This is an optimization exercise on Yosys and OpenROAD, whose aim is small area, a short achievable clock period and few clock cycles, not a production implementation.
The RTL was checked by simulation tests, not by an equivalence proof against the original design.
Power is estimated from default activity; no workload was simulated.

Design dbc3_blit, start of the top module:
module dbc3_blit (
    input  wire        clk,
    input  wire        rst,
    input  wire        start,
    output wire        ready,
    output reg         done,
    input  wire [23:0] src_addr,
    input  wire [8:0]  blit_x,
    input  wire [8:0]  blit_y,
    input  wire        flip_x,
    input  wire        flip_y,
    input  wire [7:0]  pen,
    input  wire        pen_mode,
    input  wire [9:0]  clip_x,
    input  wire [9:0]  clip_y,
    input  wire [9:0]  clip_width,
    input  wire [9:0]  clip_height,
    input  wire [3:0]  clip_ctrl,
    input  wire [23:0] rom_len,
    output wire [23:0] end_src_addr,
    output wire [8:0]  end_blit_y,
    output reg         anom_oor,
    output reg  [7:0]  anom_unk,
    output wire        rom_req,
    output wire [23:0] rom_addr,
    input  wire        rom_gnt,
    input  wire [7:0]  rom_rdata,
    output wire        pix_valid,
    input  wire        pix_ready,
    output wire [8:0]  pix_x,
    output wire [8:0]  pix_y,
    output wire [7:0]  pix_pen
);
For scale: about 2100 cells after synthesis, roughly 240 flip-flops, about 230 I/O pins.
make LEC_CHECK=0 CAP_MARGIN=20 CORE_MARGIN=2 CORE_UTILIZATION=40 PLACE_DENSITY=0.6 SETUP_SLACK_MARGIN=5 SLEW_MARGIN=20 finish   # period 8.0 ns
run.sh (not shown) runs the stock make flow with config.mk's settings and CLKGATE_MAP_FILE= SYNTH_SCRIPT=/design/flow/synth_recipe.tcl, a recipe that flattens the netlist after the stock synthesis.
The first run finished clean.
Testbench counts at the start, summed over its fixed seeds: cycles 37,656.
Then changed:
Settings changed: CORE_UTILIZATION 40 to 65, PLACE_DENSITY 0.6 to 0.8, SETUP_SLACK_MARGIN 5 to 4.
Non-clock buffer count is lower by 306.
Synthesized cell count does not change.
First-iteration DRC count is lower by 0.60%.
Maximum frequency is lower by 3.6%.
Routed wire length is lower by 21%.
Sequential cell count is unchanged.
Combinational power is lower by 31%.
Hold slack degrades by 8.6 ps.
Power is lower by 15%.
Then changed:
Settings changed: CORE_UTILIZATION 65 to 40, PLACE_DENSITY 0.8 to 0.6.
The new run completed without violations.
Synthesized area is unchanged.
Non-clock buffer count is unchanged.
Design area rose by about 1.5%.
Wire length rose by 4.6%.
Cell count went up by about 10%.
Power shrinks by about 0.4%.
Setup slack barely changes.
Synthesized cell count is unchanged.
First-iteration DRC count goes down by about 7%.
Worst hold slack is better by 12 ps.

## run A
dbc3_blit, a different RTL version from the one above (not shown whole).
Size: ~1900 cells after synthesis, about 240 flip-flops, roughly 230 I/O pins, roughly 0.019 mm^2 of cells after synthesis.
Settings: LEC_CHECK=0, CAP_MARGIN=20, CORE_MARGIN=2, CORE_UTILIZATION=40, CTS_BUF_LIST=sky130_fd_sc_hd__clkbuf_4 sky130_fd_sc_hd__clkbuf_8, PLACE_DENSITY=0.75, SETUP_SLACK_MARGIN=4, SLEW_MARGIN=20, TNS_END_PERCENT=30; clock period 8.0 ns.
standard.sh (not shown) runs the stock make flow with config.mk's settings and CLKGATE_MAP_FILE= SYNTH_SCRIPT=/design/flow/synth_recipe.tcl, a recipe that flattens the netlist after the stock synthesis.
==> flow/flow/run.sh <==
#!/bin/bash
# Layout: the standard flow (standard.sh, which runs ORFS from synthesis
# to the final layout), unchanged except that the port buffers are
# sky130_fd_sc_hd__buf_1 cells instead of the larger delay buffer that
# buffer_ports picks by default. Every port still gets its buffer.
# ORFS writes each step's full output to its own log under orfs/logs/;
# make's own output goes to standard.log.
set -euo pipefail
export BUFFER_PORTS_ARGS="-buffer_cell sky130_fd_sc_hd__buf_1"
bash standard.sh > standard.log 2>&1
Both conditions hold for run A: the flow ran to the end and the final layout passed the timing, DRC and antenna checks.
Testbench counts of run A, summed over its fixed seeds: cycles 37,259.
The following lists how run B was set up differently from run A:
# run A
export LEC_CHECK = 0
export CAP_MARGIN = 20
export CORE_MARGIN = 2
export CORE_UTILIZATION = 40
export CTS_BUF_LIST = sky130_fd_sc_hd__clkbuf_4 sky130_fd_sc_hd__clkbuf_8
export PLACE_DENSITY = 0.75
export SETUP_SLACK_MARGIN = 4
export SLEW_MARGIN = 20
export TNS_END_PERCENT = 30
create_clock -name core_clock -period 8.0 [get_ports {clk}]
# run B
export LEC_CHECK = 0
export CAP_MARGIN = 20
export CORE_MARGIN = 2
export CORE_UTILIZATION = 40
export PLACE_DENSITY = 0.6
export SETUP_SLACK_MARGIN = 4
export SLEW_MARGIN = 20
export TNS_END_PERCENT = 30
create_clock -name core_clock -period 8.0 [get_ports {clk}]
==> flow/run.sh (new file) <==
#!/bin/bash
# synth_recipe.tcl (not shown) runs the flow's synth.tcl, then flattens the netlist and writes it again
# the make line also repeats each setting of config.mk as NAME=value (left out here)
make -C /OpenROAD-flow-scripts/flow DESIGN_CONFIG=/design/flow/config.mk WORK_HOME=/design/flow/orfs CLKGATE_MAP_FILE= SYNTH_SCRIPT=/design/flow/synth_recipe.tcl finish
removed: flow/flow/run.sh
removed: flow/standard.sh
==> run summary <==
Run A -> run B: via count of the first global-routing pass decreased by a few percent
Run B vs run A — worst setup skew after layout dropped 0.018 ns.
From run A to run B the numbers moved as follows: power per standard cell area moved down, area growth from synthesis to final layout moved up, detailed placement HPWL moved down.
Run B against run A: internal power summed over all cells +8.8%, met1 routed wirelength after detailed routing +740 um.
Against run A, power in run B rose by a few percent.
Number of setup buffers added after CTS, run A and run B: lower on run A
Relative to run B, the following input files were edited for run C:
# run B
export LEC_CHECK = 0
export CAP_MARGIN = 20
export CORE_MARGIN = 2
export CORE_UTILIZATION = 40
export PLACE_DENSITY = 0.6
export SETUP_SLACK_MARGIN = 4
export SLEW_MARGIN = 20
export TNS_END_PERCENT = 30
create_clock -name core_clock -period 8.0 [get_ports {clk}]
# run C
export LEC_CHECK = 0
export CAP_MARGIN = 20
export CORE_MARGIN = 2
export CORE_UTILIZATION = 40
export PLACE_DENSITY = 0.6
export SETUP_SLACK_MARGIN = 4
export SLEW_MARGIN = 20
create_clock -name core_clock -period 8.0 [get_ports {clk}]
Notes after the runs:
Comparing first-pass GRT wire length for run B and run C, the smaller number came from run B. Cells: run C has more instances than run B. A critical setup path kind of reg -> reg is what run C shows, while reg -> out belongs to run B. Row register-to-register slack: run C lower / run B higher. Clock-pin transition on the worst setup and hold timing paths, run B and run C: smaller value in run B.
Setup changes, run C to run D
==> flow/flow/run.sh (new file) <==
#!/bin/bash
# Layout: the standard flow (standard.sh, which runs ORFS from synthesis
# to the final layout), unchanged except that the port buffers are
# sky130_fd_sc_hd__buf_1 cells instead of the larger delay buffer that
# buffer_ports picks by default. Every port still gets its buffer.
# ORFS writes each step's full output to its own log under orfs/logs/;
# make's own output goes to standard.log.
set -euo pipefail
export BUFFER_PORTS_ARGS="-buffer_cell sky130_fd_sc_hd__buf_1"
bash standard.sh > standard.log 2>&1
==> flow/standard.sh (new file) <==
#!/bin/bash
# synth_recipe.tcl (not shown) runs the flow's synth.tcl, then flattens the netlist and writes it again
# the make line also repeats each setting of config.mk as NAME=value (left out here)
make -C /OpenROAD-flow-scripts/flow DESIGN_CONFIG=/design/flow/config.mk WORK_HOME=/design/flow/orfs CLKGATE_MAP_FILE= SYNTH_SCRIPT=/design/flow/synth_recipe.tcl "${@:-finish}"
removed: flow/run.sh
- Run C and run D ended up with roughly the same layout sequential cell count.
- Of the two values seen for launch point of the critical path, len_r[0] was produced by run D and fa[17] by run C.
- Compare run C and run D | final cycle utilization of the critical path higher: run C
- Run D against run C: fmax increased 6.0 MHz; design area decreased 6.2%; initial antenna violation count increased 3.
- Measured against each other, run C and run D differ in detailed router's first-iteration violation count, the higher figure coming from run D.
- The run with more routed wire is run C, not run D.
- Run D against run C: path length in cells of the critical path went down by 2; least setup slack across all paths after layout saw an increase; wire length on met3 down about 12%; placeable core region neither gained nor lost much.
Input changes introduced in run E (baseline for comparison: run D):
# run D
export LEC_CHECK = 0
export CAP_MARGIN = 20
export CORE_MARGIN = 2
export CORE_UTILIZATION = 40
export PLACE_DENSITY = 0.6
export SETUP_SLACK_MARGIN = 4
export SLEW_MARGIN = 20
create_clock -name core_clock -period 8.0 [get_ports {clk}]
# run E
export LEC_CHECK = 0
export CAP_MARGIN = 20
export CORE_MARGIN = 2
export CORE_UTILIZATION = 40
export PLACE_DENSITY = 0.6
export SETUP_SLACK_MARGIN = 4
export SLEW_MARGIN = 20
export TNS_END_PERCENT = 30
create_clock -name core_clock -period 8.0 [get_ports {clk}]
[summary]
- Summary of the comparison: flip-flop and latch share of the layout cell area is higher in run E, relative to run D.
- Re wire length of the first global-routing pass: run E is about 2% down on run D.
- The wire length reported by the detailed router of run E falls short of that of run D by 880 um.
- On utilization: run E sits below run D.
- The layout overhead on the synthesized area number comes out higher for run D vs run E.
- Fmax: run E below run D
- Total length of routed met2 wires | run E below run D
## Diff of input files: run F against run E
# run E
export LEC_CHECK = 0
export CAP_MARGIN = 20
export CORE_MARGIN = 2
export CORE_UTILIZATION = 40
export PLACE_DENSITY = 0.6
export SETUP_SLACK_MARGIN = 4
export SLEW_MARGIN = 20
export TNS_END_PERCENT = 30
create_clock -name core_clock -period 8.0 [get_ports {clk}]
# run F
export LEC_CHECK = 0
export CAP_MARGIN = 20
export CORE_MARGIN = 2
export CORE_UTILIZATION = 40
export CTS_BUF_LIST = sky130_fd_sc_hd__clkbuf_4 sky130_fd_sc_hd__clkbuf_8
export PLACE_DENSITY = 0.75
export SETUP_SLACK_MARGIN = 4.5
export SLEW_MARGIN = 20
export TNS_END_PERCENT = 30
create_clock -name core_clock -period 8.0 [get_ports {clk}]
- Run F | stages: all done | timing, DRC, antenna: all pass
- Run E: no failed stages, no open violations at the end
- The total placed cells including tap cells on run F is in line with that on run E.
- Run E and run F ended up with nearly the same placed standard-cell area.
- Side by side, global-route wire length before repair turned out higher in run F than in run E.
- On transition time at the pin with the least slew margin, the higher figure sits with run F, not run E.
- Run E → run F: fill cell instance count of the final layout -5.9%; final critical-path required period fell 0.11 ns; combinational power increased about 15%.

[afterwards: timing with drivers on the ports]
No port has a modelled driver above. Below, the same layouts with a new extraction and two added sets of constraints. Step 1 assumes that a clkbuf_16 drives the clock port and a buf_2 every other input. Step 2 adds t to the input delays and takes it off the output delays; t is the mean of the earliest and latest rising clock arrival at the registers after step 1. Input paths then give back, and output paths get back, about the clock's delay inside the block. Three values: ideal ports, drivers, drivers and shift; two values: the first two.
run | t, ns | slack for setup (ns) | worst setup path at the end | worst register clock-pin slew, ns
the first run of note 1 | 0.642 | 4.224 / 4.224 / 3.935 | input to register | 0.07 / 0.07
the second run of note 1 | 0.605 | 4.083 / 4.083 / 3.515 | input to register | 0.07 / 0.07
the third run of note 1 | 0.610 | 4.083 / 4.108 / 3.499 | input to register | 0.06 / 0.06
run A | 0.664 | 4.029 / 3.981 / 3.941 | input to register | 0.07 / 0.07
run B | 0.637 | 4.053 / 4.000 / 3.547 | input to register | 0.07 / 0.07
run C | 0.641 | 3.977 / 3.977 / 3.609 | input to register | 0.08 / 0.08
run D | 0.631 | 4.071 / 4.071 / 3.823 | input to register | 0.07 / 0.07
run E | 0.644 | 4.039 / 4.039 / 3.463 | input to register | 0.07 / 0.07
run F | 0.680 | 4.153 / 4.100 / 3.903 | input to register | 0.07 / 0.07
After both steps every run listed still meets setup and hold. For the third run of note 1, which loses most, drivers alone change the setup slack by +0.025 ns; drivers and shift together by -0.584 ns.
